What follows belongs to an exercise in optimizing a design on an open flow for small area; a production flow would make more cautious choices. The RTL was checked by simulation tests, not by an equivalence proof against the original design.

==> design/flow/run.sh <==
#!/bin/bash
# synth_recipe.tcl (not shown) runs the flow's synth.tcl, then flattens the netlist and writes it again
# the make line also repeats each setting of config.mk as NAME=value (left out here)
make -C /OpenROAD-flow-scripts/flow DESIGN_CONFIG=/design/flow/config.mk WORK_HOME=/design/flow/orfs CLKGATE_MAP_FILE= SYNTH_SCRIPT=/design/flow/synth_recipe.tcl finish
==> design/flow/config.mk <==
export PLATFORM = sky130hd
export DESIGN_NAME = tf_safety_core
export DESIGN_NICKNAME = tf_safety_core
export VERILOG_FILES = /design/flow/design.v
export SDC_FILE = /design/flow/constraint.sdc
export NUM_CORES = 4
export LEC_CHECK = 0
export CAP_MARGIN = 20
export CORE_MARGIN = 2
export CORE_UTILIZATION = 40
export SLEW_MARGIN = 20
==> design/flow/constraint.sdc <==
create_clock -name core_clock -period 70.0 [get_ports {clk}]
set_input_delay 14.0000 -clock core_clock [delete_from_list [all_inputs] [get_ports {clk}]]
set_output_delay 14.0000 -clock core_clock [all_outputs]
set_load 0.01 [all_outputs]
==> design/flow/design.v <==
module tf_safety_core (
    input  wire        clk,
    input  wire        rst_n,
    input  wire        wr_en,
    input  wire [2:0]  wr_addr,
    input  wire [31:0] wr_data,
    input  wire [2:0]  rd_addr,
    output reg  [31:0] rd_data,
    output wire        wdg_pin
);
    reg [31:0] arg0;
    reg [63:0] msg;
    reg [31:0] res0, res1;
    reg [2:0]  err;
    reg [2:0]  mode;
    reg [15:0] tx_cnt;           
    reg [15:0] rx_last;          
    reg [31:0] rx_fail;          
    reg [63:0] deb_cnt, deb_clr;    
    reg [3:0]  deb_lat;
    reg [63:0] cwd_prev, cwd_tcnt, cwd_rcnt;
    reg [3:0]  cwd_to;
    reg [10:0] st_last;          
    reg [2:0]  st_plaus;         
    reg [5:0]  st_clr;           
    reg        st_lat;
    reg [2:0]  st_code;
    reg        st_pdet;
    reg [1:0]  st_lvl;
    reg [15:0] st_wprev;
    reg [3:0]  st_wt;            
    reg [1:0]  st_wr;            
    reg        st_wto;
    reg [1:0]  mo_dir;
    reg        mo_dead;
    reg [1:0]  mo_rc;            
    reg [3:0]  mo_rclr;          
    reg        mo_rlat;
    reg [15:0] mo_wprev;
    reg [3:0]  mo_wt;            
    reg [2:0]  mo_wr;            
    reg        mo_wto;
    reg        su_bl;
    reg [15:0] su_sil, su_warn;
    reg        su_wdg;
    assign wdg_pin = su_wdg;
    always @* begin
        case (rd_addr)
            3'd1:    rd_data = arg0;
            3'd2:    rd_data = msg[31:0];
            3'd3:    rd_data = msg[63:32];
            3'd4:    rd_data = res0;
            3'd5:    rd_data = res1;
            3'd6:    rd_data = {29'd0, err};
            3'd7:    rd_data = {29'd0, mode};
            default: rd_data = 32'd0;
        endcase
    end
    wire        cmd_wr = wr_en && (wr_addr == 3'd0);
    wire [7:0]  opc    = wr_data[31:24];
    wire [7:0]  inst   = wr_data[23:16];
    wire [15:0] imm    = wr_data[15:0];
    reg  [2:0]  verr;
    always @* begin
        verr = 3'd0;
        case (opc)
            8'h00, 8'hF0: begin
                if (inst != 8'd0)            verr = 3'd2;
                else if (imm != 16'd0)       verr = 3'd3;
            end
            8'h10: begin
                if (inst >= 8'd4)            verr = 3'd2;
                else if (imm[15:1] != 0)     verr = 3'd3;
            end
            8'h20: begin
                if (inst >= 8'd4)            verr = 3'd2;
            end
            8'h30: begin
                if (inst != 8'd0)            verr = 3'd2;
                else if (imm[15:2] != 0)     verr = 3'd3;
            end
            8'h40: begin
                if (inst != 8'd0)            verr = 3'd2;
                else if (imm[15:2] != 0 || arg0[31:24] != 0) verr = 3'd3;
                else if (arg0[23:16] > 8'd100)              verr = 3'd3;
            end
            8'h50: begin
                if (inst != 8'd0)            verr = 3'd2;
                else if (imm[15:6] != 0 || arg0[31:16] != 0) verr = 3'd3;
                else if (imm[1:0] == 2'd3 || imm[5:4] == 2'd3) verr = 3'd3;
            end
            8'h60: begin
                if (inst != 8'd0)            verr = 3'd2;
                else if (imm[15:3] != 0)     verr = 3'd3;
                else if (imm[2:0] > 3'd4)    verr = 3'd3;
            end
            8'h70, 8'h71: begin
                if (inst >= 8'd4)            verr = 3'd2;
                else if (imm[15:4] != 0)     verr = 3'd3;
                else if (imm[3:0] < 4'd2 || imm[3:0] > 4'd8) verr = 3'd4;
            end
            default: verr = 3'd1;
        endcase
    end
    wire do_op = cmd_wr && (verr == 3'd0);
    wire op_init  = do_op &&  opc[7];
    wire op_deb   = do_op && !opc[7] && opc[6:4] == 3'd1;
    wire op_cwd   = do_op && !opc[7] && opc[6:4] == 3'd2;
    wire op_steer = do_op && !opc[7] && opc[6:4] == 3'd3;
    wire op_motor = do_op && !opc[7] && opc[6:4] == 3'd4;
    wire op_sup   = do_op && !opc[7] && opc[6:4] == 3'd5;
    wire op_mode  = do_op && !opc[7] && opc[6:4] == 3'd6;
    wire op_codec = do_op && !opc[7] && opc[6:4] == 3'd7;
    wire op_prot  = op_codec && !opc[0];
    wire op_check = op_codec &&  opc[0];
    wire init     = !rst_n || op_init;
    wire [1:0] sel = inst[1:0];
    wire [15:0] d_c = deb_cnt[16*sel +: 16];
    wire [15:0] d_l = deb_clr[16*sel +: 16];
    wire        d_L = deb_lat[sel];
    wire        cond = imm[0];
    wire [15:0] w_p = cwd_prev[16*sel +: 16];
    wire [15:0] w_t = cwd_tcnt[16*sel +: 16];
    wire [15:0] w_r = cwd_rcnt[16*sel +: 16];
    wire        w_o = cwd_to[sel];
    wire        w_eq = (imm == w_p);
    wire        is_cwd = opc[5];
    wire [15:0] cx  = is_cwd ? (w_eq ? w_t : w_r) : (d_L ? d_l : d_c);
    wire        chi = is_cwd ? !w_eq : d_L;
    wire [15:0] cth = chi ? arg0[31:16] : arg0[15:0];
    wire [15:0] cxi = (&cx) ? cx : cx + 16'd1;
    wire        cge = (cxi >= cth);
    wire        db_set  = !d_L &&  cond && cge;
    wire        db_clev =  d_L && !cond && cge;
    wire        db_L    = d_L ? !db_clev : db_set;
    wire [15:0] db_c    = (!d_L && cond) ? cxi : ((d_L && !db_clev) ? d_c : 16'd0);
    wire [15:0] db_l    = (d_L && !cond && !cge) ? cxi : 16'd0;
    wire        cw_toev  =  w_eq && cge && !w_o;
    wire        cw_recev = !w_eq && w_o && cge;
    wire        cw_o     = w_o ? !cw_recev : cw_toev;
    wire [15:0] cw_t     = w_eq ? cxi : 16'd0;
    wire [15:0] cw_r     = w_eq ? w_r : ((w_o && !cge) ? cxi : 16'd0);
    wire signed [15:0] s_cmd = arg0[15:0];
    wire signed [15:0] s_fb  = arg0[31:16];
    wire        s_cok = imm[0];
    wire        s_fok = imm[1];
    wire        s_rng = s_cok && (s_cmd < -16'sd900 || s_cmd > 16'sd900);
    wire signed [16:0] s_diff = {{6{st_last[10]}}, st_last} - {s_fb[15], s_fb};
    wire        s_mis = s_fok && (s_diff >= 17'sd50 || s_diff <= -17'sd50);
    wire [2:0]  s_pi  = (st_plaus >= 3'd5) ? 3'd5 : st_plaus + 3'd1;
    wire        s_pf  = s_mis && (st_plaus >= 3'd4);
    wire        s_det = !s_fok || !s_cok || s_rng || s_pf;
    wire [2:0]  s_code = !s_fok ? 3'd1 : !s_cok ? 3'd2 : s_rng ? 3'd3 : s_pf ? 3'd4 : 3'd0;
    wire        s_set  = !st_lat && s_det;
    wire        s_clev =  st_lat && !s_det && (st_clr == 6'd49);
    wire        s_lat  = st_lat ? !s_clev : s_det;
    wire [2:0]  s_lcode = s_set ? s_code : (s_clev ? 3'd0 : st_code);
    wire [5:0]  s_clr  = (st_lat && !s_det && !s_clev) ? st_clr + 6'd1 : 6'd0;
    wire [1:0]  s_lvl  = s_set ? 2'd1 : s_clev ? 2'd0 :
                         (st_lat && s_det && !st_pdet && st_lvl != 2'd3) ? st_lvl + 2'd1 : st_lvl;
    wire [2:0]  s_plaus = (s_mis && !s_clev) ? s_pi : 3'd0;
    wire        s_weq  = (s_cmd == st_wprev);
    wire        s_wrec = !s_weq && st_wto && (st_wr == 2'd2);
    wire        s_wto  = !s_cok ? st_wto :
                         s_weq ? (st_wto || st_wt >= 4'd9) : (st_wto && !s_wrec);
    wire [3:0]  s_wt   = !s_cok ? st_wt : s_weq ? ((st_wt >= 4'd10) ? 4'd10 : st_wt + 4'd1) : 4'd0;
    wire [1:0]  s_wr   = !s_cok ? st_wr : (s_weq || !st_wto || s_wrec) ? (s_weq ? st_wr : 2'd0) : st_wr + 2'd1;
    wire signed [10:0] s_last = st_last;
    wire signed [10:0] s_teff = s_wto ? 11'sd0 : (s_cok && !s_rng) ? s_cmd[10:0] : s_last;
    wire        s_up   = s_teff > s_last;
    wire signed [10:0] s_base = s_wto ? s_last :
                                s_up ? (s_last[10] ? 11'sd0 : s_last) : (s_last[10] ? s_last : 11'sd0);
    wire signed [10:0] s_k    = s_up ? (s_wto ? 11'sd20 : 11'sd100) : (s_wto ? -11'sd20 : -11'sd100);
    wire signed [10:0] s_bnd  = s_base + s_k;
    wire signed [10:0] s_o    = s_up ? ((s_teff < s_bnd) ? s_teff : s_bnd)
                                     : ((s_teff > s_bnd) ? s_teff : s_bnd);
    wire signed [10:0] s_out  = s_lat ? 11'sd0 : s_o;
    wire signed [23:0] s_pw   = $signed(s_out) * 24'sd569 + 24'sd1536000 +
                                (s_out[10] ? 24'sd1023 : 24'sd0);
    wire [10:0] s_phys = s_pw[20:10];
    wire [2:0]  s_fc   = s_lat ? s_lcode : s_wto ? 3'd5 : 3'd0;
    wire [31:0] st_r0  = {5'd0, s_phys, {5{s_out[10]}}, s_out};
    wire [31:0] st_r1  = {17'd0, (s_lat || s_wto), s_clev, s_set, s_lvl, s_wto, s_lat, 5'd0, s_fc};
    wire        m_cok  = imm[0];
    wire        m_safe = imm[1] || mode == 3'd0 || mode == 3'd4;
    wire signed [15:0] m_tq = arg0[15:0];
    wire [6:0]  m_der  = arg0[22:16];
    wire        m_rset = !mo_rlat && !m_cok && (mo_rc == 2'd2);
    wire        m_rclr =  mo_rlat &&  m_cok && (mo_rclr == 4'd9);
    wire        m_rlat = m_safe ? mo_rlat : (mo_rlat ? !m_rclr : m_rset);
    wire [1:0]  m_rc   = m_safe ? mo_rc :
                         !mo_rlat ? (m_cok ? 2'd0 : mo_rc + 2'd1) : (m_rclr ? 2'd0 : mo_rc);
    wire [3:0]  m_rcl  = (m_safe || !mo_rlat) ? mo_rclr :
                         (m_cok && !m_rclr) ? mo_rclr + 4'd1 : 4'd0;
    wire        m_wstep = !m_safe && m_cok;
    wire        m_weq  = (m_tq == mo_wprev);
    wire        m_wrec = !m_weq && mo_wto && (mo_wr == 3'd4);
    wire        m_wto  = !m_wstep ? mo_wto :
                         m_weq ? (mo_wto || mo_wt >= 4'd9) : (mo_wto && !m_wrec);
    wire [3:0]  m_wt   = !m_wstep ? mo_wt : m_weq ? ((mo_wt >= 4'd10) ? 4'd10 : mo_wt + 4'd1) : 4'd0;
    wire [2:0]  m_wr   = !m_wstep ? mo_wr : (m_weq || !mo_wto || m_wrec) ? (m_weq ? mo_wr : 3'd0) : mo_wr + 3'd1;
    wire [6:0]  m_lim  = (mode == 3'd2) ? 7'd75 : 7'd100;
    wire        m_neg  = m_tq[15];
    wire [7:0]  m_tabs = m_neg ? -m_tq[7:0] : m_tq[7:0];
    wire        m_big  = m_neg ? (m_tq < -$signed({9'd0, m_lim})) : (m_tq > $signed({9'd0, m_lim}));
    wire        m_tok  = m_cok && mode != 3'd3;
    wire [6:0]  m_a    = !m_tok ? 7'd0 : m_big ? m_lim : m_tabs[6:0];
    wire [13:0] m_p    = m_a * m_der;
    wire [22:0] m_pq   = m_p[13:2] * 11'd1311;
    wire [6:0]  m_q    = (m_wto || m_rlat) ? 7'd0 : m_pq[21:15];
    wire        m_nz   = (m_q != 7'd0);
    wire [1:0]  m_ndir = !m_nz ? 2'd0 : m_neg ? 2'd2 : 2'd1;
    wire        m_dead = !m_safe && mo_dir != 2'd0 && m_nz && m_ndir != mo_dir;
    wire [1:0]  m_app  = (m_safe || m_dead) ? 2'd0 : m_ndir;
    wire [6:0]  m_dpct = (m_safe || m_dead) ? 7'd0 : (m_q > 7'd95) ? 7'd95 : m_q;
    wire [9:0]  m_duty = {m_dpct, 3'd0} + {2'd0, m_dpct, 1'd0};
    wire        m_en   = (m_app != 2'd0) && !su_bl;
    wire [2:0]  m_fc   = m_rlat ? 3'd2 : m_wto ? 3'd5 : 3'd0;
    wire [31:0] mo_r0  = {10'd0, m_safe, m_dead, m_en, m_en, m_app, 6'd0, m_duty};
    wire [31:0] mo_r1  = {17'd0, (m_rlat || m_wto), (mo_rlat && !m_rlat), (!mo_rlat && m_rlat),
                          2'd0, m_wto, m_rlat, 5'd0, m_fc};
    wire [1:0]  u_tr  = imm[1:0];
    wire [15:0] u_sil = imm[2] ? 16'd0 : ((&su_sil) ? su_sil : su_sil + 16'd1);
    wire [15:0] u_wrn = (u_tr == 2'd1) ? ((&su_warn) ? su_warn : su_warn + 16'd1) : 16'd0;
    wire        u_bl  = su_bl || u_tr == 2'd2 || u_sil > 16'd20 || u_wrn > 16'd10;
    wire [15:0] u_mask = arg0[15:0] | {12'd0, u_bl, 3'd0};
    wire        u_crit = (u_mask[3:0] != 4'd0);
    wire [1:0]  u_stat = (u_crit || imm[3]) ? 2'd2 : (u_mask != 16'd0) ? 2'd1 : 2'd0;
    wire        u_fed  = !u_crit && mode != 3'd4 && imm[5:4] != 2'd2 && u_tr != 2'd2;
    wire        u_wdg  = su_wdg ^ u_fed;
    wire [31:0] su_r0  = {9'd0, !u_fed, u_bl, u_bl, u_wdg, u_fed, u_stat, u_mask};
    wire [2:0]  mreq    = imm[2:0];
    wire        mode_ok = (mreq == mode) ||
                          (mode != 3'd4 && mreq > mode && (mode != 3'd0 || mreq == 3'd1));
    wire [2:0]  mode_n  = mode_ok ? mreq : mode;
    localparam [31:0] DATA_ID = 32'h030201A5;
    wire [3:0]  tx_c   = tx_cnt[4*sel +: 4];
    wire [3:0]  b1lo   = opc[0] ? msg[11:8] : tx_c;
    wire [63:0] cbuf   = {msg[63:12], b1lo, msg[7:0]};
    reg  [7:0]  crc_s [1:7];
    reg  [7:0]  cs;
    integer k, b;
    always @* begin
        cs = DATA_ID[8*sel +: 8];
        for (k = 1; k < 8; k = k + 1) begin
            cs = cs ^ cbuf[8*k +: 8];
            for (b = 0; b < 8; b = b + 1)
                cs = cs[7] ? ({cs[6:0], 1'b0} ^ 8'h1D) : {cs[6:0], 1'b0};
            crc_s[k] = cs;
        end
    end
    reg [7:0] crc;
    always @* begin
        case (imm[2:0])
            3'd2:    crc = crc_s[1];
            3'd3:    crc = crc_s[2];
            3'd4:    crc = crc_s[3];
            3'd5:    crc = crc_s[4];
            3'd6:    crc = crc_s[5];
            3'd7:    crc = crc_s[6];
            default: crc = crc_s[7];
        endcase
    end
    wire [3:0]  rc      = msg[11:8];
    wire [3:0]  r_last  = rx_last[4*sel +: 4];
    wire [7:0]  r_fail  = rx_fail[8*sel +: 8];
    wire [7:0]  r_fi    = (&r_fail) ? r_fail : r_fail + 8'd1;
    wire        k_bad   = (crc != msg[7:0]);
    wire        k_seq   = (rc != r_last + 4'd1);
    wire [3:0]  k_last  = k_bad ? r_last : rc;
    wire [7:0]  k_fail  = (k_bad || k_seq) ? r_fi : 8'd0;
    wire [1:0]  k_rsn   = k_bad ? 2'd1 : k_seq ? 2'd2 : 2'd0;
    wire        k_ok    = !k_bad && !k_seq;
    reg [31:0] op_res0, op_res1;
    always @* begin
        op_res0 = 32'd0;
        op_res1 = 32'd0;
        case (opc)
            8'h10: begin
                op_res0 = {28'd0, db_clev, db_set, db_L, db_L & cond};
                op_res1 = {db_l, db_c};
            end
            8'h20: begin
                op_res0 = {29'd0, cw_recev, cw_toev, cw_o};
                op_res1 = {cw_r, cw_t};
            end
            8'h30: begin op_res0 = st_r0; op_res1 = st_r1; end
            8'h40: begin op_res0 = mo_r0; op_res1 = mo_r1; end
            8'h50: begin op_res0 = su_r0; op_res1 = {u_wrn, u_sil}; end
            8'h60: op_res0 = {21'd0, mode_n, 7'd0, mode_ok};
            8'h70: op_res0 = {16'd0, crc, 4'd0, tx_c};
            8'h71: op_res0 = {4'd0, k_last, crc, k_fail, rc, 1'b0, k_rsn, k_ok};
            default: ;
        endcase
    end
    wire [31:0] wdm = init ? 32'd0 : wr_data;
    always @(posedge clk) begin
        if (init || (wr_en && wr_addr == 3'd1)) arg0 <= wdm;
        if (init || (wr_en && wr_addr == 3'd2)) msg[31:12] <= wdm[31:12];
        if (init || (wr_en && wr_addr == 3'd3)) msg[63:32] <= wdm;
        if (init || (wr_en && wr_addr == 3'd2) || op_prot)
            msg[11:0] <= (op_prot && !init) ? {tx_c, crc} : wdm[11:0];
        if (init || cmd_wr) begin
            err  <= init ? 3'd0 : verr;
            res0 <= (init || !do_op) ? 32'd0 : op_res0;
            res1 <= (init || !do_op) ? 32'd0 : op_res1;
        end
        if (init || op_mode) mode <= init ? 3'd0 : mode_n;
    end
    genvar gi;
    generate
        for (gi = 0; gi < 4; gi = gi + 1) begin : g_inst
            wire hit = (sel == gi);
            always @(posedge clk) begin
                if (init || (op_deb && hit)) begin
                    deb_cnt[16*gi +: 16] <= init ? 16'd0 : db_c;
                    deb_clr[16*gi +: 16] <= init ? 16'd0 : db_l;
                    deb_lat[gi]          <= init ? 1'b0  : db_L;
                end
                if (init || (op_cwd && hit)) begin
                    cwd_prev[16*gi +: 16] <= init ? 16'd0 : imm;
                    cwd_tcnt[16*gi +: 16] <= init ? 16'd0 : cw_t;
                    cwd_rcnt[16*gi +: 16] <= init ? 16'd0 : cw_r;
                    cwd_to[gi]            <= init ? 1'b0  : cw_o;
                end
                if (init || (op_prot && hit))
                    tx_cnt[4*gi +: 4] <= init ? 4'd0 : tx_c + 4'd1;
                if (init || (op_check && hit)) begin
                    rx_last[4*gi +: 4] <= init ? 4'd0 : k_last;
                    rx_fail[8*gi +: 8] <= init ? 8'd0 : k_fail;
                end
            end
        end
    endgenerate
    always @(posedge clk) begin
        if (init || op_steer) begin
            st_last  <= init ? 11'd0 : s_out;
            st_plaus <= init ? 3'd0  : s_plaus;
            st_clr   <= init ? 6'd0  : s_clr;
            st_lat   <= init ? 1'b0  : s_lat;
            st_code  <= init ? 3'd0  : s_lcode;
            st_pdet  <= init ? 1'b0  : s_det;
            st_lvl   <= init ? 2'd0  : s_lvl;
            st_wprev <= init ? 16'd0 : (s_cok ? s_cmd : st_wprev);
            st_wt    <= init ? 4'd0  : s_wt;
            st_wr    <= init ? 2'd0  : s_wr;
            st_wto   <= init ? 1'b0  : s_wto;
        end
        if (init || op_motor) begin
            mo_dir   <= init ? 2'd0  : m_app;
            mo_dead  <= init ? 1'b0  : m_dead;
            mo_rc    <= init ? 2'd0  : m_rc;
            mo_rclr  <= init ? 4'd0  : m_rcl;
            mo_rlat  <= init ? 1'b0  : m_rlat;
            mo_wprev <= init ? 16'd0 : (m_wstep ? m_tq : mo_wprev);
            mo_wt    <= init ? 4'd0  : m_wt;
            mo_wr    <= init ? 3'd0  : m_wr;
            mo_wto   <= init ? 1'b0  : m_wto;
        end
        if (init || op_sup) begin
            su_bl   <= init ? 1'b0  : u_bl;
            su_sil  <= init ? 16'd0 : u_sil;
            su_warn <= init ? 16'd0 : u_wrn;
            su_wdg  <= init ? 1'b0  : u_wdg;
        end
    end
endmodule
==> impl_metrics.toml, run 1 <==
[routing]
wl_per_cell_um = 26.1
vias = 31500
drt-initial-drc-count = 3808
wl_met2_mm = 60.7
drc_errors = 0
routedLengthMet1_mm = 58.7
ant_nets = 0
wl_met3_mm = 14.1
wl_mm = 141
drt-vias-per-instance = 5.84
highest-signal-layer = "met5"
drt-pass1-iter-count = 6

[synth]
ys_ff_latch = 671
synth_nets = 4227
yosys_warnings = 2
synthTopCellsByArea = "edfxtp_1 45%, ha_1 8.2%, mux4_2 5.0%, fa_1 4.6%, xnor2_1 4.5%"
synth_top_area_share_pct = 45.5
synth_seq_area_share_pct = 45.5
synthCells = 3794
synth_edf_count = 671
synth.cell_area_sq_mm = 0.0443
syn_avg_cell_area_sq_um = 11.7
async_flop_share_pct = 0
synthFlopType = "edfxtp_1"
synth.most_common_cell = "edfxtp_1"
synth.distinct_cells = 82
synth_common_cells = "671 x edfxtp_1, 308 x inv_1, 305 x nor2_1"
yosysTopAreaCell = "edfxtp_1"

[global_route]
grt_pass1_wl_mm = 206
grt_max_degree = 64
gr-total-overflow = 0
grt_pass1_vias = 30600
grt_antenna_before_repair = 9
grt.total_usage_pct = 24.7

[placed_design]
dpl_cell_area_sq_mm = 0.0470
port_buffers = 73
gp_congestion = 1.00
dpl.cell_count = 5265
dp_hpwl_mm = 104

[cts]
path_clk_slew_ns = 0.06
tritoncts = "yes"
h-tree-depth = 3
cts.sinks = 671
cts_root_buffer = "clkbuf_16"
numCtsBuffers = 74
cts-resized-gates = 0
postCtsSetupBuffers = 0
hold_buffers = 0
insertion_delay_ns = 0.67
cts_buffer_depth = 3

[critical_path]
end_kind = "primary output"
path_class = "in -> out"
reg2reg_slack_ns = 54.60
reg2reg_from = "arg0[1]"
reg2reg_depth = 58
cp.required_ns = 56.00
timing.rr.end = "res0[26]"
cp_max_fo = 37
cp.arrival_ns = 16.59
startpoint_type = "input pin"

[final_layout]
fillerInstances = 10200
fin_area_sq_mm = 0.0495
drive_gt1_share_pct = 10.1
area_growth_pct = 11.6
final_util_pct = 44.9
final_cells = 5400
fin_nets = 4287

[floorplan]
core-area_sq_mm = 0.110
initial_core_util_pct = 40.2
fp.dieH_um = 337
dieArea_sq_mm = 0.113
io_pins = 74
rows = 122
die_w_um = 337

[sta]
relSlewSlack_pct = 26.7
finClkSkew_ns = 0.0589
period_share_pct = 43.7
rsz0062_at_grt = "false"
setup_viol = 0
finalHoldViolCount = 0
setup_tns_ns = 0
timing.fmax_ghz = 0.0327
fin_crit_ns = 30.59
slew_viol_final = 0
worst_pin_slew_ns = 1.09

[worst_hold_path]
min_path_type = "reg -> reg"
hold_depth = 1
hold_path.startpoint = "st_wr[0]"
hold_end = "st_wr[0]"

[job]
maxCapViolations = 0

[run_status]
status = "complete, no violations"
[registers in the layout, indices dropped and copies added (netlist names), 64 cells and up]
register,flops
cwd_tcnt,64
deb_clr,64
cwd_prev,64
deb_cnt,64
cwd_rcnt,64
msg,64
[per-stage QoR]
stage               hold WS [ns]  worst slack (ns)
detailed placement         0.551             39.50
CTS                        0.559             39.50
global route               0.576             39.30
floorplan                  0.530             40.46
global placement           0.546             39.47
finish                     0.552             39.41
[area by class of cell]
cell class | count | area (sq um) | area share, %
well taps | 1488 | 1860 | 3.76
multi-input cells | 2637 | 22500 | 45.5
inverters | 310 | 1160 | 2.35
clock buffers | 88 | 1930 | 3.89
clock inverters | 45 | 479 | 0.969
repair buffers | 160 | 1360 | 2.76
diodes | 1 | 2.50 | 0.00506
flip-flops and latches | 671 | 20100 | 40.7
[cell usage in the layout (no fill, tap or decap), types with 31 or more instances in the layout]
cell             Yosys  layout
nand3_1             61      61
mux4_2              99      99
ha_1               291     291
fa_1               101     101
and2_1              50      49
clkdlybuf4s50_1      0      66
a221oi_1            31      31
mux2i_1             95      95
edfxtp_1           671     671
a22oi_1             58      58
inv_1              308     308
xor2_1             136     136
o22ai_1             55      55
buf_4                1      88
clkbuf_16            0      75
xnor2_1            230     230
nor3_1              73      73
and3_1              63      63
nand2_1            210     209
nand4_1             34      34
nor2_1             305     302
a21oi_1            166     165
mux2_2              35      35
nor2b_1             54      54
o21ai_0            127     111
[per-layer routing]
metal	GRT usage [%]	vias up
li1	-	14000
met1	34.9	15700
met2	36.3	1531
met3	5.27	314
met4	11.7	8
met5	0	-
[worst max-delay path, cell delays in order]
cell and delay (ns):
clkdlybuf4s50_1 0.46, buf_4 0.44, nand2b_1 0.30, buf_4 0.31, o21ai_0 0.40, clkdlybuf4s50_1 0.63
[cell families after synthesis]
logic type / Yosys count / synth area share [%]
buf+inv: 486 / 4.16
compound gates: 643 / 9.32
simple gates: 953 / 10.3
fa+ha+maj: 394 / 12.8
xor+xnor: 417 / 9.78
flops: 671 / 45.5
mux: 230 / 8.12
[how the worst max path moves through the flow]
stage | from | end | slack, ns | cells past startpoint
after floorplan | rd_addr[0] | rd_data[19] | 40.46 | 5
after global placement | rd_addr[1] | rd_data[0] | 39.47 | 6
after detailed placement | rd_addr[1] | rd_data[0] | 39.50 | 6
after CTS | rd_addr[1] | rd_data[0] | 39.50 | 6
after global routing | rd_addr[1] | rd_data[0] | 39.30 | 6
final | rd_addr[1] | rd_data[0] | 39.41 | 6
==> run 2, diff against run 1 <==
--- a/design/flow/config.mk
+++ b/design/flow/config.mk
@@ -5,6 +5,7 @@
 export SDC_FILE = /design/flow/constraint.sdc
 export NUM_CORES = 4
 export LEC_CHECK = 0
+export ABC_AREA = 1
 export CAP_MARGIN = 20
 export CORE_MARGIN = 2
 export CORE_UTILIZATION = 40
==> run 2 against run 1 <==
Effect of this change: still clean on timing, DRC and antenna; count of clock-buffer cells in the layout rose by 10; core utilization rose by 0.17 points; fmax fell by 1.7%; non-clock buffer count fell by 18; critical path depth rose by 3; first-iteration DRC count rose by 23%; global-route usage rose by 3.5 points; wire length rose by 18%.
==> impl_metrics.toml, run 2 <==
[routing]
drt-initial-drc-count = 4674
wl_per_cell_um = 24.7
drt-vias-per-instance = 5.69
drt-pass1-iter-count = 6
wl_mm = 167
vias = 38300
ant_nets = 0
drc_errors = 0

[final_layout]
final_cell_mix = "1016 x nand2_1, 683 x inv_1, 671 x edfxtp_1"
fin_nets = 5602
final_util_pct = 45.0
fillerInstances = 10900
drive_gt1_share_pct = 7.59
area_growth_pct = 11.7
layout_commonest_cell = "nand2_1"

[critical_path]
reg2reg_depth = 82
path_buf_inv = 5
critical_path.cell_chain = "clkdlybuf4s50_1 -> inv_1 -> nor3_1 -> buf_4 -> inv_1 -> o22ai_1 -> a21oi_1 -> nand4_1 -> clkdlybuf4s50_1"
cp.arrival_ns = 17.10
critPathSlowestCell = "clkdlybuf4s50_1"
crit_path_max_incr_delay_ns = 0.68
reg2reg_from = "mode[2]"
path_class = "in -> out"
startpoint_type = "input pin"
cp_max_fo = 20
crit_family = "buffers and inverters"
end_kind = "primary output"
reg2reg_slack_ns = 53.71
timing.rr.end = "res0[9]"
cp.required_ns = 56.00

[synth]
synthFlopType = "edfxtp_1"
synth.most_common_cell = "nand2_1"
yosysTopAreaCell = "edfxtp_1"
synth_edf_count = 671
synth_seq_area_share_pct = 44.4
synth_common_cells = "1016 x nand2_1, 684 x inv_1, 671 x edfxtp_1"
syn_avg_cell_area_sq_um = 8.91
synth.distinct_cells = 68
ys_ff_latch = 671
synthCells = 5090
synth.cell_area_sq_mm = 0.0454
synthTopCellsByArea = "edfxtp_1 44%, nand2_1 8.4%, ha_1 8.0%, inv_1 5.7%, fa_1 4.5%"
yosys_warnings = 2
async_flop_share_pct = 0
synth_nets = 5523
synth_top_area_share_pct = 44.4

[floorplan]
fp.dieH_um = 341
die_w_um = 341
rows = 123
core-area_sq_mm = 0.112
io_pins = 74
dieArea_sq_mm = 0.116
initial_core_util_pct = 40.3

[sta]
timing.fmax_ghz = 0.0322
period_share_pct = 44.4
setup_viol = 0
rsz0062_at_grt = "false"
slew_viol_final = 0
finClkSkew_ns = 0.0327
finalHoldViolCount = 0
setup_ws_ns = 38.90
worst_pin_slew_ns = 1.12
fin_crit_ns = 31.10
relSlewSlack_pct = 24.9
setup_tns_ns = 0

[global_route]
grt.total_usage_pct = 28.3
grt_pass1_vias = 36000
grt_max_degree = 120
grt_pass1_wl_mm = 242
gr-total-overflow = 0
grt_antenna_before_repair = 13

[placed_design]
pre_cts_slack_ns = 39.12
gp_congestion = 1.03
port_buffers = 73
dp_hpwl_mm = 128

[worst_hold_path]
hold_depth = 1
hold_end = "mo_rc[0]"
hold_path.startpoint = "mo_rc[0]"
min_path_type = "reg -> reg"

[cts]
cts_root_buffer = "clkbuf_16"
path_clk_slew_ns = 0.06
numCtsBuffers = 78
postCtsSetupBuffers = 0
cts.sinks = 671
insertion_delay_ns = 0.66
cts_buffer_depth = 3
h-tree-depth = 3
tritoncts = "yes"
hold_buffers = 0
cts-resized-gates = 0

[job]
maxCapViolations = 0

[run_status]
status = "complete, no violations"
## run 2: worst register-to-register path, delay by kind of cell, from the launching register on
kind / cells / cell delay, ns
simple gates: 35 / 5.40
fa+ha+maj: 13 / 5.08
compound gates: 16 / 3.50
buf+inv: 18 / 1.55
flops: 1 / 0.50
## run 2: worst max path at each step
stage                           from     endpoint  cells past startpoint
after floorplan           rd_addr[0]  rd_data[11]                      6
after global placement    rd_addr[1]   rd_data[1]                      9
after detailed placement  rd_addr[0]   rd_data[1]                      9
after CTS                 rd_addr[0]  rd_data[16]                      7
after global routing      rd_addr[0]   rd_data[1]                      9
final                     rd_addr[0]   rd_data[1]                      9
## run 2: cell families after synthesis
kind of cell,share of synthesized area (%)
AOI/OAI and AO/OA,11.0
DFF,44.4
xor gates and xnor gates,2.57
adders and majority gates,12.5
and+or+nand+nor,22.1
buffers and inverters,7.32
muxes,0.0248
## run 2: stage by stage
step | area [sq um] | std cells | hold slack [ns]
after floorplan | 45400 | 5090 | 0.529
after global placement | 48100 | 6589 | 0.541
after detailed placement | 48100 | 6589 | 0.545
after CTS | 50600 | 6732 | 0.554
after global routing | 50700 | 6732 | 0.561
final | 50700 | 6738 | 0.553
## run 2: layout make-up
| type | count | area (sq um) | share of cell area, % |
|---|---|---|---|
| diodes | 6 | 15.0 | 0.0296 |
| clock buffers | 98 | 2070 | 4.08 |
| clock inverters | 45 | 472 | 0.931 |
| inverters | 728 | 2740 | 5.41 |
| multi-input cells | 3548 | 22100 | 43.6 |
| flip-flops and latches | 671 | 20100 | 39.8 |
| well taps | 1500 | 1880 | 3.70 |
| repair buffers | 142 | 1260 | 2.49 |
## run 2: per-layer routing
metal	up-vias	global-route usage, %	routed length (um)
met5	-	0	27
met4	4	13.5	8970
met3	348	6.25	16200
met2	1803	43.8	73900
met1	18400	37.6	67600
li1	17700	-	-
==> run 3, diff against run 2 <==
--- a/design/flow/design.v
+++ b/design/flow/design.v
@@ -8,6 +8,44 @@
     output reg  [31:0] rd_data,
     output wire        wdg_pin
 );
+    function [24:0] add24;               
+        input [23:0] a, b;
+        input        ci;
+        integer i;
+        reg c;
+        begin
+            c = ci;
+            for (i = 0; i < 24; i = i + 1) begin
+                add24[i] = a[i] ^ b[i] ^ c;
+                c = (a[i] & b[i]) | (c & (a[i] ^ b[i]));
+            end
+            add24[24] = c;
+        end
+    endfunction
+    function geu24;                      
+        input [23:0] a, b;
+        integer i;
+        reg c;
+        begin
+            c = 1'b1;
+            for (i = 0; i < 24; i = i + 1)
+                c = (a[i] & ~b[i]) | ((a[i] | ~b[i]) & c);
+            geu24 = c;
+        end
+    endfunction
+    function [15:0] sinc16;              
+        input [15:0] x;
+        integer i;
+        reg c;
+        begin
+            c = 1'b1;
+            for (i = 0; i < 16; i = i + 1) begin
+                sinc16[i] = x[i] ^ c;
+                c = c & x[i];
+            end
+            if (c) sinc16 = x;
+        end
+    endfunction
     reg [31:0] arg0;
     reg [63:0] msg;
     reg [31:0] res0, res1;
@@ -128,8 +166,8 @@
     wire [15:0] cx  = is_cwd ? (w_eq ? w_t : w_r) : (d_L ? d_l : d_c);
     wire        chi = is_cwd ? !w_eq : d_L;
     wire [15:0] cth = chi ? arg0[31:16] : arg0[15:0];
-    wire [15:0] cxi = (&cx) ? cx : cx + 16'd1;
-    wire        cge = (cxi >= cth);
+    wire [15:0] cxi = sinc16(cx);
+    wire        cge = geu24({8'd0, cxi}, {8'd0, cth});
     wire        db_set  = !d_L &&  cond && cge;
     wire        db_clev =  d_L && !cond && cge;
     wire        db_L    = d_L ? !db_clev : db_set;
@@ -145,7 +183,8 @@
     wire        s_cok = imm[0];
     wire        s_fok = imm[1];
     wire        s_rng = s_cok && (s_cmd < -16'sd900 || s_cmd > 16'sd900);
-    wire signed [16:0] s_diff = {{6{st_last[10]}}, st_last} - {s_fb[15], s_fb};
+    wire [24:0] s_dsum = add24({{13{st_last[10]}}, st_last}, ~{{8{s_fb[15]}}, s_fb}, 1'b1);
+    wire signed [16:0] s_diff = s_dsum[16:0];
     wire        s_mis = s_fok && (s_diff >= 17'sd50 || s_diff <= -17'sd50);
     wire [2:0]  s_pi  = (st_plaus >= 3'd5) ? 3'd5 : st_plaus + 3'd1;
     wire        s_pf  = s_mis && (st_plaus >= 3'd4);
@@ -167,16 +206,26 @@
     wire [1:0]  s_wr   = !s_cok ? st_wr : (s_weq || !st_wto || s_wrec) ? (s_weq ? st_wr : 2'd0) : st_wr + 2'd1;
     wire signed [10:0] s_last = st_last;
     wire signed [10:0] s_teff = s_wto ? 11'sd0 : (s_cok && !s_rng) ? s_cmd[10:0] : s_last;
-    wire        s_up   = s_teff > s_last;
+    wire        s_up   = !geu24({13'd0, ~s_last[10], s_last[9:0]}, {13'd0, ~s_teff[10], s_teff[9:0]});
     wire signed [10:0] s_base = s_wto ? s_last :
                                 s_up ? (s_last[10] ? 11'sd0 : s_last) : (s_last[10] ? s_last : 11'sd0);
     wire signed [10:0] s_k    = s_up ? (s_wto ? 11'sd20 : 11'sd100) : (s_wto ? -11'sd20 : -11'sd100);
-    wire signed [10:0] s_bnd  = s_base + s_k;
-    wire signed [10:0] s_o    = s_up ? ((s_teff < s_bnd) ? s_teff : s_bnd)
-                                     : ((s_teff > s_bnd) ? s_teff : s_bnd);
+    wire [24:0] s_bsum = add24({13'd0, s_base}, {13'd0, s_k}, 1'b0);
+    wire signed [10:0] s_bnd  = s_bsum[10:0];
+    wire        s_tgeb = geu24({13'd0, ~s_teff[10], s_teff[9:0]}, {13'd0, ~s_bnd[10], s_bnd[9:0]});
+    wire signed [10:0] s_o    = (s_up ^ s_tgeb) ? s_teff : s_bnd;
     wire signed [10:0] s_out  = s_lat ? 11'sd0 : s_o;
-    wire signed [23:0] s_pw   = $signed(s_out) * 24'sd569 + 24'sd1536000 +
-                                (s_out[10] ? 24'sd1023 : 24'sd0);
+    wire [23:0] s_x    = {{13{s_out[10]}}, s_out};
+    wire [23:0] s_pa   = s_x << 9, s_pb = s_x << 6, s_pc = ~(s_x << 3), s_pd = s_x;
+    wire [23:0] s_pe   = 24'd1536001 + (s_out[10] ? 24'd1023 : 24'd0);
+    wire [23:0] s_c1s  = s_pa ^ s_pb ^ s_pc;
+    wire [23:0] s_c1c  = ((s_pa & s_pb) | (s_pa & s_pc) | (s_pb & s_pc)) << 1;
+    wire [23:0] s_c2s  = s_c1s ^ s_c1c ^ s_pd;
+    wire [23:0] s_c2c  = ((s_c1s & s_c1c) | (s_c1s & s_pd) | (s_c1c & s_pd)) << 1;
+    wire [23:0] s_c3s  = s_c2s ^ s_c2c ^ s_pe;
+    wire [23:0] s_c3c  = ((s_c2s & s_c2c) | (s_c2s & s_pe) | (s_c2c & s_pe)) << 1;
+    wire [24:0] s_pws  = add24(s_c3s, s_c3c, 1'b0);
+    wire [23:0] s_pw   = s_pws[23:0];
     wire [10:0] s_phys = s_pw[20:10];
     wire [2:0]  s_fc   = s_lat ? s_lcode : s_wto ? 3'd5 : 3'd0;
     wire [31:0] st_r0  = {5'd0, s_phys, {5{s_out[10]}}, s_out};
@@ -205,24 +254,36 @@
     wire        m_big  = m_neg ? (m_tq < -$signed({9'd0, m_lim})) : (m_tq > $signed({9'd0, m_lim}));
     wire        m_tok  = m_cok && mode != 3'd3;
     wire [6:0]  m_a    = !m_tok ? 7'd0 : m_big ? m_lim : m_tabs[6:0];
-    wire [13:0] m_p    = m_a * m_der;
-    wire [22:0] m_pq   = m_p[13:2] * 11'd1311;
+    reg  [24:0] m_acc;
+    integer mj;
+    always @* begin
+        m_acc = {18'd0, m_der[0] ? m_a : 7'd0};
+        for (mj = 1; mj < 7; mj = mj + 1)
+            m_acc = add24(m_acc[23:0], {17'd0, m_der[mj] ? m_a : 7'd0} << mj, 1'b0);
+    end
+    wire [13:0] m_p    = m_acc[13:0];
+    wire [11:0] m_n    = m_p[13:2];
+    wire [24:0] m_u    = add24({7'd0, m_n, 5'd0}, ~{12'd0, m_n}, 1'b1);      
+    wire [24:0] m_v    = add24(m_u[23:0], {4'd0, m_n, 8'd0}, 1'b0);           
+    wire [24:0] m_w    = add24(m_v[23:0], {2'd0, m_n, 10'd0}, 1'b0);          
+    wire [22:0] m_pq   = m_w[22:0];
     wire [6:0]  m_q    = (m_wto || m_rlat) ? 7'd0 : m_pq[21:15];
     wire        m_nz   = (m_q != 7'd0);
     wire [1:0]  m_ndir = !m_nz ? 2'd0 : m_neg ? 2'd2 : 2'd1;
     wire        m_dead = !m_safe && mo_dir != 2'd0 && m_nz && m_ndir != mo_dir;
     wire [1:0]  m_app  = (m_safe || m_dead) ? 2'd0 : m_ndir;
     wire [6:0]  m_dpct = (m_safe || m_dead) ? 7'd0 : (m_q > 7'd95) ? 7'd95 : m_q;
-    wire [9:0]  m_duty = {m_dpct, 3'd0} + {2'd0, m_dpct, 1'd0};
+    wire [24:0] m_dsum = add24({14'd0, m_dpct, 3'd0}, {16'd0, m_dpct, 1'd0}, 1'b0);
+    wire [9:0]  m_duty = m_dsum[9:0];
     wire        m_en   = (m_app != 2'd0) && !su_bl;
     wire [2:0]  m_fc   = m_rlat ? 3'd2 : m_wto ? 3'd5 : 3'd0;
     wire [31:0] mo_r0  = {10'd0, m_safe, m_dead, m_en, m_en, m_app, 6'd0, m_duty};
     wire [31:0] mo_r1  = {17'd0, (m_rlat || m_wto), (mo_rlat && !m_rlat), (!mo_rlat && m_rlat),
                           2'd0, m_wto, m_rlat, 5'd0, m_fc};
     wire [1:0]  u_tr  = imm[1:0];
-    wire [15:0] u_sil = imm[2] ? 16'd0 : ((&su_sil) ? su_sil : su_sil + 16'd1);
-    wire [15:0] u_wrn = (u_tr == 2'd1) ? ((&su_warn) ? su_warn : su_warn + 16'd1) : 16'd0;
-    wire        u_bl  = su_bl || u_tr == 2'd2 || u_sil > 16'd20 || u_wrn > 16'd10;
+    wire [15:0] u_sil = imm[2] ? 16'd0 : sinc16(su_sil);
+    wire [15:0] u_wrn = (u_tr == 2'd1) ? sinc16(su_warn) : 16'd0;
+    wire        u_bl  = su_bl || u_tr == 2'd2 || (|u_sil[15:5]) || (u_sil[4] && (u_sil[3] || (u_sil[2] && (u_sil[1] || u_sil[0])))) || (|u_wrn[15:4]) || (u_wrn[3] && (u_wrn[2] || (u_wrn[1] && u_wrn[0])));
     wire [15:0] u_mask = arg0[15:0] | {12'd0, u_bl, 3'd0};
     wire        u_crit = (u_mask[3:0] != 4'd0);
     wire [1:0]  u_stat = (u_crit || imm[3]) ? 2'd2 : (u_mask != 16'd0) ? 2'd1 : 2'd0;
--- a/design/flow/config.mk
+++ b/design/flow/config.mk
@@ -5,7 +5,6 @@
 export SDC_FILE = /design/flow/constraint.sdc
 export NUM_CORES = 4
 export LEC_CHECK = 0
-export ABC_AREA = 1
 export CAP_MARGIN = 20
 export CORE_MARGIN = 2
 export CORE_UTILIZATION = 40
==> run 3 against run 2 <==
Effect of this change: synthesized area down 8.5%; flip-flop and latch count stayed put; die area is 8.4% lower; fmax down 0.70%; critical endpoint is now res0[9].
==> impl_metrics.toml, run 3 <==
[placed_design]
dp_hpwl_mm = 96.8
port_buffers = 73
dpl.cell_count = 4684
pre_cts_slack_ns = 37.98
gp_congestion = 0.997

[sta]
fin_crit_ns = 31.32
relSlewSlack_pct = 24.1
setup_ws_ns = 38.68
finClkSkew_ns = 0.0424
finalHoldViolCount = 0
setup_tns_ns = 0
setup_viol = 0
rsz0062_at_grt = "false"
slew_viol_final = 0
period_share_pct = 44.7
timing.fmax_ghz = 0.0319
worst_pin_slew_ns = 1.13
worst_hold_slack_ns = 0.558

[critical_path]
reg2reg_from = "mode[1]"
cp.arrival_ns = 31.68
startpoint_type = "input pin"
reg2reg_depth = 71
crit_path_max_incr_delay_ns = 0.62
crit_top_cell = "fa_1"
end_kind = "flip-flop"
critPathSlowestCell = "fa_1"
cp_max_fo = 16
cp.required_ns = 70.36
path_class = "in -> reg"
timing.rr.end = "res0[9]"
reg2reg_slack_ns = 49.87

[floorplan]
initial_core_util_pct = 40.2
rows = 118
die_w_um = 326
io_pins = 74
fp.dieH_um = 326
core-area_sq_mm = 0.103
dieArea_sq_mm = 0.106

[synth]
synthTopCellsByArea = "edfxtp_1 49%, mux4_2 5.3%, fa_1 4.9%, ha_1 4.3%, xnor2_1 3.8%"
synth_common_cells = "671 x edfxtp_1, 297 x nor2_1, 202 x nand2_1"
yosys_warnings = 2
ys_ff_latch = 671
yosysTopAreaCell = "edfxtp_1"
synth_seq_area_share_pct = 48.6
syn_avg_cell_area_sq_um = 12.4
synth.distinct_cells = 93
synth_nets = 3623
async_flop_share_pct = 0
synthCells = 3338
synth_edf_count = 671
synth.most_common_cell = "edfxtp_1"
synthFlopType = "edfxtp_1"
synth_top_area_share_pct = 48.6
synth.cell_area_sq_mm = 0.0415

[final_layout]
drive_gt1_share_pct = 11.8
layout_commonest_cell = "edfxtp_1"
area_growth_pct = 11.7
final_cells = 4813
fin_nets = 3662
final_cell_mix = "671 x edfxtp_1, 296 x nor2_1, 199 x nand2_1"

[global_route]
grt.total_usage_pct = 24.8
grt_pass1_wl_mm = 194
grt_pass1_vias = 27600
grt_antenna_before_repair = 2
gr-total-overflow = 0
grt_max_degree = 64

[worst_hold_path]
min_path_type = "reg -> reg"
hold_path.startpoint = "st_wr[0]"
hold_depth = 1
hold_end = "st_wr[0]"

[cts]
cts.sinks = 671
h-tree-depth = 3
postCtsSetupBuffers = 0
cts_buffer_depth = 3
tritoncts = "yes"
numCtsBuffers = 71
path_clk_slew_ns = 0.07
cts-resized-gates = 0
cts_root_buffer = "clkbuf_16"
insertion_delay_ns = 0.65
hold_buffers = 0

[run_status]
status = "complete, no violations"

[routing]
vias = 28700
drt-pass1-iter-count = 9
drt-initial-drc-count = 3678
wl_mm = 134
ant_nets = 0
drt-vias-per-instance = 5.97
wl_per_cell_um = 27.8
drc_errors = 0

[job]
maxCapViolations = 0
-- run 3: cell types whose count changed after synthesis, moves of 58 or more --
cell and delta:
xnor2_1 +151, mux4_2 +97, nand2_1 -814, nand2_2 -86
and2_1 +75, nor2_1 -164, a22oi_1 -76, nand3_1 -357
ha_1 -149, inv_1 -519, a21oi_1 -58, o21ai_0 -73
mux2i_1 +123
-- run 3: layout make-up --
class	instances	area, sq um
Fill cell	9374	56900
Sequential cell	671	20100
Multi-Input combinational cell	2307	20100
Clock buffer	88	1860
Tap cell	1380	1730
Timing Repair Buffer	156	1340
Inverter	170	638
Clock inverter	40	477
Antenna cell	1	2.50
-- run 3: cell families (layout without fill, tap and decap cells) --
family / count (synthesis) / count (layout) / synth area share [%]
buffers and inverters: 360 / 454 / 3.32
xor gates and xnor gates: 367 / 367 / 10.4
muxes: 268 / 268 / 9.57
other: 0 / 1 / 0
and+or+nand+nor: 905 / 905 / 10.5
AOI/OAI and AO/OA: 515 / 515 / 8.31
DFF: 671 / 671 / 48.6
adders and majority gates: 252 / 252 / 9.40
-- run 3: worst max-delay path: cells and delay by family --
kind            cells  cell delay [ns]
xor+xnor            3             0.47
fa+ha+maj          35            13.72
simple gates        7             1.22
compound gates      8             1.52
buf+inv            10             0.74
-- run 3: worst max path at each step --
stage	start	endpoint	slack (ns)	depth (start not counted)
2_1_floorplan	wr_data[0]	res0[9]	38.58	64
3_3_place_gp	wr_data[0]	res0[9]	38.38	63
3_5_place_dp	wr_data[0]	res0[9]	37.98	63
4_1_cts	wr_data[0]	res0[9]	38.70	63
5_1_grt	wr_data[0]	res0[9]	37.87	63
6_report	wr_data[0]	res0[9]	38.68	63
-- run 3: through the flow --
step	instance area, sq um	util (%)
global route	46300	44.9
finish	46300	44.9
detailed placement	44000	42.6
global placement	44000	42.6
CTS	46300	44.9
floorplan	41500	-
-- run 3: routing by layer --
metal / vias up / track usage [%] / part of all wire, %
met5: - / 0 / 0.0075
met4: 2 / 10.0 / 4.4
met3: 292 / 4.31 / 9.5
met2: 1482 / 37.0 / 44
met1: 14500 / 36.0 / 42
li1: 12500 / - / -
==> run 4, diff against run 3 <==
--- a/design/flow/config.mk
+++ b/design/flow/config.mk
@@ -7,5 +7,5 @@
 export LEC_CHECK = 0
 export CAP_MARGIN = 20
 export CORE_MARGIN = 2
-export CORE_UTILIZATION = 40
+export CORE_UTILIZATION = 65
 export SLEW_MARGIN = 20
==> run 4 against run 3 <==
Effect of this change: register-to-register slack got worse by 0.08 ns; cell count fell by 11%; cell area is 1.3% lower; via count rose by 4.5%; hold slack got worse by 0.0010 ns; sequential share of layout area up 0.57 points; fmax is 0.17% lower; count of clock-buffer cells in the layout decreased by 12; critical endpoint unchanged.
==> impl_metrics.toml, run 4 <==
[run_status]
status = "complete, no violations"

[synth]
synthFlopType = "edfxtp_1"
synth_common_cells = "671 x edfxtp_1, 297 x nor2_1, 202 x nand2_1"
synth.most_common_cell = "edfxtp_1"
synth_seq_area_share_pct = 48.6
async_flop_share_pct = 0
synth.distinct_cells = 93
synth.cell_area_sq_mm = 0.0415
ys_ff_latch = 671
synthCells = 3338
synthTopCellsByArea = "edfxtp_1 49%, mux4_2 5.3%, fa_1 4.9%, ha_1 4.3%, xnor2_1 3.8%"
yosysTopAreaCell = "edfxtp_1"
synth_edf_count = 671
synth_top_area_share_pct = 48.6
synth_nets = 3623
yosys_warnings = 2
syn_avg_cell_area_sq_um = 12.4

[final_layout]
area_growth_pct = 10.2
layout_commonest_cell = "edfxtp_1"
final_cells = 4281
final_cell_mix = "671 x edfxtp_1, 295 x nor2_1, 200 x nand2_1"
fin_nets = 3655
fillerInstances = 4186
drive_gt1_share_pct = 12.0

[global_route]
grt_pass1_wl_mm = 196
gr-total-overflow = 0
grt_antenna_before_repair = 6
grt.total_usage_pct = 40.6
grt_max_degree = 54
grt_pass1_vias = 29600

[critical_path]
crit_top_cell = "fa_1"
cp.arrival_ns = 31.74
critPathSlowestCell = "fa_1"
cp_max_fo = 16
end_kind = "flip-flop"
path_class = "in -> reg"
crit_path_max_incr_delay_ns = 0.54
startpoint_type = "input pin"
cp.required_ns = 70.36

[sta]
slew_viol_final = 0
setup_viol = 0
setup_tns_ns = 0
finalHoldViolCount = 0
period_share_pct = 44.8
rsz0062_at_grt = "false"
timing.fmax_ghz = 0.0319
finClkSkew_ns = 0.0458
worst_pin_slew_ns = 1.09
relSlewSlack_pct = 25.2
fin_crit_ns = 31.37

[routing]
drt-pass1-iter-count = 12
vias = 30000
drc_errors = 0
drt-vias-per-instance = 7.01
wl_mm = 133
drt-initial-drc-count = 4745
wl_per_cell_um = 31.0
ant_nets = 0

[floorplan]
initial_core_util_pct = 65.8
fp.dieH_um = 257
core-area_sq_mm = 0.0631
die_w_um = 257
io_pins = 74
rows = 92
dieArea_sq_mm = 0.0659

[placed_design]
dpl.cell_count = 4141
port_buffers = 73
gp_congestion = 1.03
dp_hpwl_mm = 93.5

[cts]
cts-resized-gates = 0
cts_buffer_depth = 3
cts.sinks = 671
numCtsBuffers = 72
h-tree-depth = 3
cts_root_buffer = "clkbuf_16"
tritoncts = "yes"
postCtsSetupBuffers = 0
insertion_delay_ns = 0.66
path_clk_slew_ns = 0.06
hold_buffers = 0

[worst_hold_path]
min_path_type = "reg -> reg"

[job]
maxCapViolations = 0
run 4: per-layer routing:
layer / vias up / wire length [um] / global-route usage (%)
met5: - / 34 / 0
met4: 2 / 9290 / 22.3
met3: 522 / 16900 / 9.70
met2: 2294 / 59000 / 61.1
met1: 14800 / 47700 / 54.9
li1: 12400 / - / -
run 4: worst paths after layout:
check | startpoint | to | slack (ns) | depth (start not counted)
setup reg to reg | mode[1] | res0[9] | 49.79 | 74
hold reg to reg | st_wr[0] | st_wr[0] | 0.56 | 1
setup / recovery | wr_data[0] | res0[9] | 38.63 | 67
hold / removal | st_wr[0] | st_wr[0] | 0.56 | 1
run 4: cell families (layout without fill, tap and decap cells):
family	after synthesis	count (layout)	synth area share [%]
simple gates	905	905	10.5
flops	671	671	48.6
compound gates	515	515	8.31
xor+xnor	367	367	10.4
buf+inv	360	451	3.32
mux	268	268	9.57
fa+ha+maj	252	252	9.40
other cells	0	6	0
run 4: cell type report:
class	instances	area, sq um	area share [%]
multi-input combinational	2307	20100	44.0
sequential	671	20100	44.1
timing repair buffer	148	1290	2.83
tap	846	1060	2.31
clock buffer	76	1820	3.97
inverter	170	638	1.40
antenna	6	15.0	0.0328
clock inverter	57	633	1.38
run 4: worst max-delay path, delay by kind of cell:
family | cells | cell delay, ns
fa+ha+maj | 35 | 13.34
compound gates | 10 | 1.75
simple gates | 8 | 1.34
buf+inv | 11 | 0.79
xor+xnor | 3 | 0.50
run 4: stage by stage:
step	cell area [sq um]	hold WS (ns)	util [%]	setup WS (ns)
2_1_floorplan	41500	0.530	-	38.58
3_3_place_gp	43200	0.542	68.5	38.49
3_5_place_dp	43200	0.555	68.6	38.00
4_1_cts	45700	0.564	72.4	38.72
5_1_grt	45700	0.584	72.5	37.77
6_report	45700	0.557	72.5	38.63

==> static timing again, ports no longer ideal <==
No port has a modelled driver above. Below, the same layouts with a new extraction and two added sets of constraints.
Step 1, drivers: a clkbuf_16 drives clk and a buf_2 each remaining input, both assumed.
Step 2 also shifts input and output timing later by t, the mid clock arrival at the registers, as if the neighbouring blocks saw the same clock.
Slacks: ideal / step 1 / step 2; pairs: ideal / step 1.
run	t, ns	slack for setup (ns)	clock arrival spread, ns
run 1	0.710	39.414 / 39.389 / 39.389	0.061 / 0.061
run 2	0.706	38.901 / 38.879 / 38.879	0.033 / 0.033
run 3	0.700	38.680 / 38.723 / 38.023	0.046 / 0.045
run 4	0.701	38.628 / 38.669 / 37.968	0.046 / 0.046
After both steps setup and hold are still met in every run listed. The setup slack of run 4, which loses most, moves by +0.041 ns with the drivers and by -0.660 ns with both steps.
